Source: an optimization exercise on an open RTL-to-GDS flow (aim: small area). Production flows keep margins and buffers that such runs may drop. Only simulation tests tie the RTL to the original design; equivalence was not proved. No driver is modelled on the clock port, so clocking that relies on it looks cheaper here than on a real chip. No activity file was given, so power comes from the tool's default toggle rates.

## job 7835
==> flow/design.v (excerpt) <==
module ticseq (
    input  wire        clk,
    input  wire        rst,         
    input  wire        wr_en,
    input  wire [4:0]  addr,
    input  wire [15:0] wdata,
    output reg  [15:0] rdata,
    output wire        data_o,
    output wire        srclk_o,
    output wire        rclk_o,
    output wire        data_oe,
    output wire        srclk_oe,
    output wire        rclk_oe,
    output wire        irq_o
);
Size: roughly 670 cells after synthesis, about 47 I/O pins.
clock: 10.0 ns
lec_check: 0
cap_margin: 20
core_margin: 2
core_utilization: 40
slew_margin: 20
standard.sh (not shown) runs the stock make flow with config.mk's settings and CLKGATE_MAP_FILE= SYNTH_SCRIPT=/design/flow/synth_recipe.tcl, a recipe that flattens the netlist after the stock synthesis.
==> flow/flow/run.sh <==
#!/bin/bash
# Own layout flow: the standard ORFS flow with
#  - synthesis as standard.sh runs it, but with an area-oriented ABC script
#    (flow/area.abc) for the combinational mapping; registers are mapped by
#    the same dfflibmap step as in the standard synthesis; adders are left
#    to ABC instead of being mapped to half/full adder cells first;
#  - the smallest buffer on the ports (every port still gets one);
#  - a clock tree of small leaf clock buffers under one strong root buffer,
#    without dummy loads; a leaf buffer whose flip-flops would see a slow
#    clock edge is upsized right after CTS (flow/cts_fix.tcl).
# Each tool's output goes to its own log in this folder (and ORFS's logs
# under orfs/logs/).
set -euo pipefail
W=$(pwd)
export OWN_ABC_SCRIPT="$W/flow/area.abc"
cat flow/abc_override.tcl synth_recipe.tcl > own_synth.tcl

bash standard.sh \
  SYNTH_SCRIPT="$W/own_synth.tcl" \
  ABC_AREA=1 \
  ADDER_MAP_FILE= \
  POST_CTS_TCL="$W/flow/cts_fix.tcl" \
  BUFFER_PORTS_ARGS="-buffer_cell sky130_fd_sc_hd__buf_1" \
  CTS_ARGS="-sink_clustering_enable -repair_clock_nets -dont_use_dummy_load -root_buf sky130_fd_sc_hd__clkbuf_16 -buf_list sky130_fd_sc_hd__clkbuf_4" \
  finish > "$W/orfs_make.log" 2>&1
Other scripts of this flow, unchanged in this note and not shown: flow/flow/abc_override.tcl, flow/flow/area.abc, flow/flow/cts_fix.tcl
Job 7835 ran to completion and came out clean on the timing, design-rule and antenna checks.
For job 4613, these inputs were changed with respect to job 7835:
diff --git a/flow/flow/run.sh b/flow/flow/run.sh
--- a/flow/flow/run.sh
+++ b/flow/flow/run.sh
@@ -20,4 +20,5 @@
   ABC_AREA=1 \
   ADDER_MAP_FILE= \
+  SLEW_MARGIN=0 CAP_MARGIN=0 GPL_TIMING_DRIVEN=0 \
   POST_CTS_TCL="$W/flow/cts_fix.tcl" \
   BUFFER_PORTS_ARGS="-buffer_cell sky130_fd_sc_hd__buf_1" \
[summary]
What the final checks of job 4613 revealed, after a flow that finished every stage, was a layout that fails on max-capacitance violations, max-slew violations. Global-route wire length before repair: lower on job 4613. Non-clock buffer count, job 7835 and job 4613: lower on job 4613. Delta(routing usage on met2, job 4613 - job 7835) < 0. Compared with job 7835, in job 4613 post-route setup TNS neither gained nor lost much, first-iteration DRC count neither gained nor lost much, clock network power share picked up an extra 0.7 points, sequential share of layout area neither gained nor lost much.

ticseq, a different RTL version from the one above (not shown whole).
For scale: roughly 47 I/O pins, about 6800 sq um of cells after synthesis.
## ticseq
module ticseq (
    input  wire        clk,
    input  wire        rst,         
    input  wire        wr_en,
    input  wire [4:0]  addr,
    input  wire [15:0] wdata,
    output reg  [15:0] rdata,
    output wire        data_o,
    output wire        srclk_o,
    output wire        rclk_o,
    output wire        data_oe,
    output wire        srclk_oe,
    output wire        rclk_oe,
    output wire        irq_o
);
export LEC_CHECK = 0
export CAP_MARGIN = 20
export CORE_MARGIN = 2
export CORE_UTILIZATION = 40
export SLEW_MARGIN = 20
create_clock -name core_clock -period 10.0 [get_ports {clk}]
==> flow/flow/run.sh <==
#!/bin/bash
# Own layout flow: the standard ORFS flow with
#  - synthesis as standard.sh runs it, but with area-oriented ABC scripts
#    (flow/abc*.abc, the smallest of their mappings is kept) for the
#    combinational mapping; registers are mapped by
#    the same dfflibmap step as in the standard synthesis; adders are left
#    to ABC instead of being mapped to half/full adder cells first;
#  - the smallest buffer on the ports (every port still gets one);
#  - a clock tree of small leaf clock buffers under one strong root buffer,
#    without dummy loads; a leaf buffer whose flip-flops would see a slow
#    clock edge is upsized right after CTS (flow/cts_fix.tcl).
# Each tool's output goes to its own log in this folder (and ORFS's logs
# under orfs/logs/).
set -euo pipefail
W=$(pwd)
export OWN_ABC_SCRIPTS="$W/flow/abc1.abc $W/flow/abc2.abc $W/flow/abc3.abc $W/flow/abc4.abc $W/flow/abc5.abc"
cat flow/abc_override.tcl synth_recipe.tcl > own_synth.tcl

bash standard.sh \
  SYNTH_SCRIPT="$W/own_synth.tcl" \
  ABC_AREA=1 \
  ADDER_MAP_FILE= \
  CORE_UTILIZATION=65 GPL_TIMING_DRIVEN=0 \
  POST_CTS_TCL="$W/flow/cts_fix.tcl" \
  BUFFER_PORTS_ARGS="-buffer_cell sky130_fd_sc_hd__buf_1" \
  CTS_ARGS="-sink_clustering_enable -repair_clock_nets -dont_use_dummy_load -root_buf sky130_fd_sc_hd__clkbuf_16 -buf_list sky130_fd_sc_hd__clkbuf_4" \
  finish > "$W/orfs_make.log" 2>&1
Other scripts of this flow, unchanged in this note and not shown: flow/flow/abc1.abc, flow/flow/abc2.abc, flow/flow/abc3.abc, flow/flow/abc4.abc, flow/flow/abc5.abc, flow/flow/abc_override.tcl, flow/flow/cts_fix.tcl
==> next run, changes <==
--- a/flow/flow/run.sh
+++ b/flow/flow/run.sh
@@ -22,3 +22,2 @@
   ADDER_MAP_FILE= \
-  CORE_UTILIZATION=65 GPL_TIMING_DRIVEN=0 \
   POST_CTS_TCL="$W/flow/cts_fix.tcl" \
Effect:
- The changed run finished clean
- hold slack is about the same
- first-iteration DRC count drops by 18%
- power climbs by 1.1%
- maximum frequency climbs by 7.2%
- sequential power barely changes
- die area climbs by 60%
- wire length climbs by 10%
- synthesized cell count is unchanged
- register-to-register slack improves by 0.24 ns
- sequential cell count is unchanged
- final area climbs by 1.5%
==> next run, changes <==
--- a/flow/flow/run.sh
+++ b/flow/flow/run.sh
@@ -22,2 +22,3 @@
   ADDER_MAP_FILE= \
+  CORE_UTILIZATION=65 \
   POST_CTS_TCL="$W/flow/cts_fix.tcl" \
Result: The changed run produced a clean layout. Core utilization increases by 27 points. Critical path depth does not change. Synthesized cell count is unchanged. Total power shrinks by 1.5%. Design area decreases by 1.5%. Routed wire length shrinks by about 9%. Final cell count drops by about 8%. Worst setup slack degrades by 0.14 ns.
==> next run, changes <==
--- a/flow/flow/run.sh
+++ b/flow/flow/run.sh
@@ -22,3 +22,3 @@
   ADDER_MAP_FILE= \
-  CORE_UTILIZATION=65 \
+  CORE_UTILIZATION=65 SLEW_MARGIN=10 CAP_MARGIN=10 \
   POST_CTS_TCL="$W/flow/cts_fix.tcl" \
Effect:
- The new run ran to the end with no violations
- critical path depth does not change
- design area is unchanged
- clock power is about the same
- global-route usage does not change
- total power is unchanged
- clock-buffer cell count does not change
- setup slack is unchanged
- worst hold slack does not change
- cell count stays the same

==> re-timing with driven ports <==
No port has a modelled driver above. Below, the same layouts with a new extraction and two added sets of constraints. Step 1 (the two cells are an assumption about what drives the block):
set clk [get_ports {clk}]
set_driving_cell -lib_cell sky130_fd_sc_hd__clkbuf_16 $clk
set_driving_cell -lib_cell sky130_fd_sc_hd__buf_2 [delete_from_list [all_inputs] $clk]
Step 2 adds t to the input delays and takes it off the output delays; t is the mean of the earliest and latest rising clock arrival at the registers after step 1. Input paths then give back, and output paths get back, about the clock's delay inside the block. a / b / c = no drivers / after step 1 / after step 2; a / b = the first two.
| run | t (ns) | setup WS [ns] | worst setup path after step 2 | cell pins on the clock port's net |
|---|---|---|---|---|
| job 7835 | 0.406 | 1.820 / 1.801 / 1.395 | input to register | 1 |
| job 4613 | 0.412 | 1.214 / 1.231 / 0.819 | input to register | 1 |
| the first run of note 2 | 0.395 | 1.852 / 1.870 / 1.475 | input to register | 1 |
| the second run of note 2 | 0.415 | 2.401 / 2.416 / 2.001 | input to register | 1 |
| the third run of note 2 | 0.389 | 2.261 / 2.280 / 1.891 | input to register | 1 |
| the fourth run of note 2 | 0.389 | 2.261 / 2.280 / 1.891 | input to register | 1 |
For job 7835, which loses most, drivers alone change the setup slack by -0.019 ns; drivers and shift together by -0.425 ns.
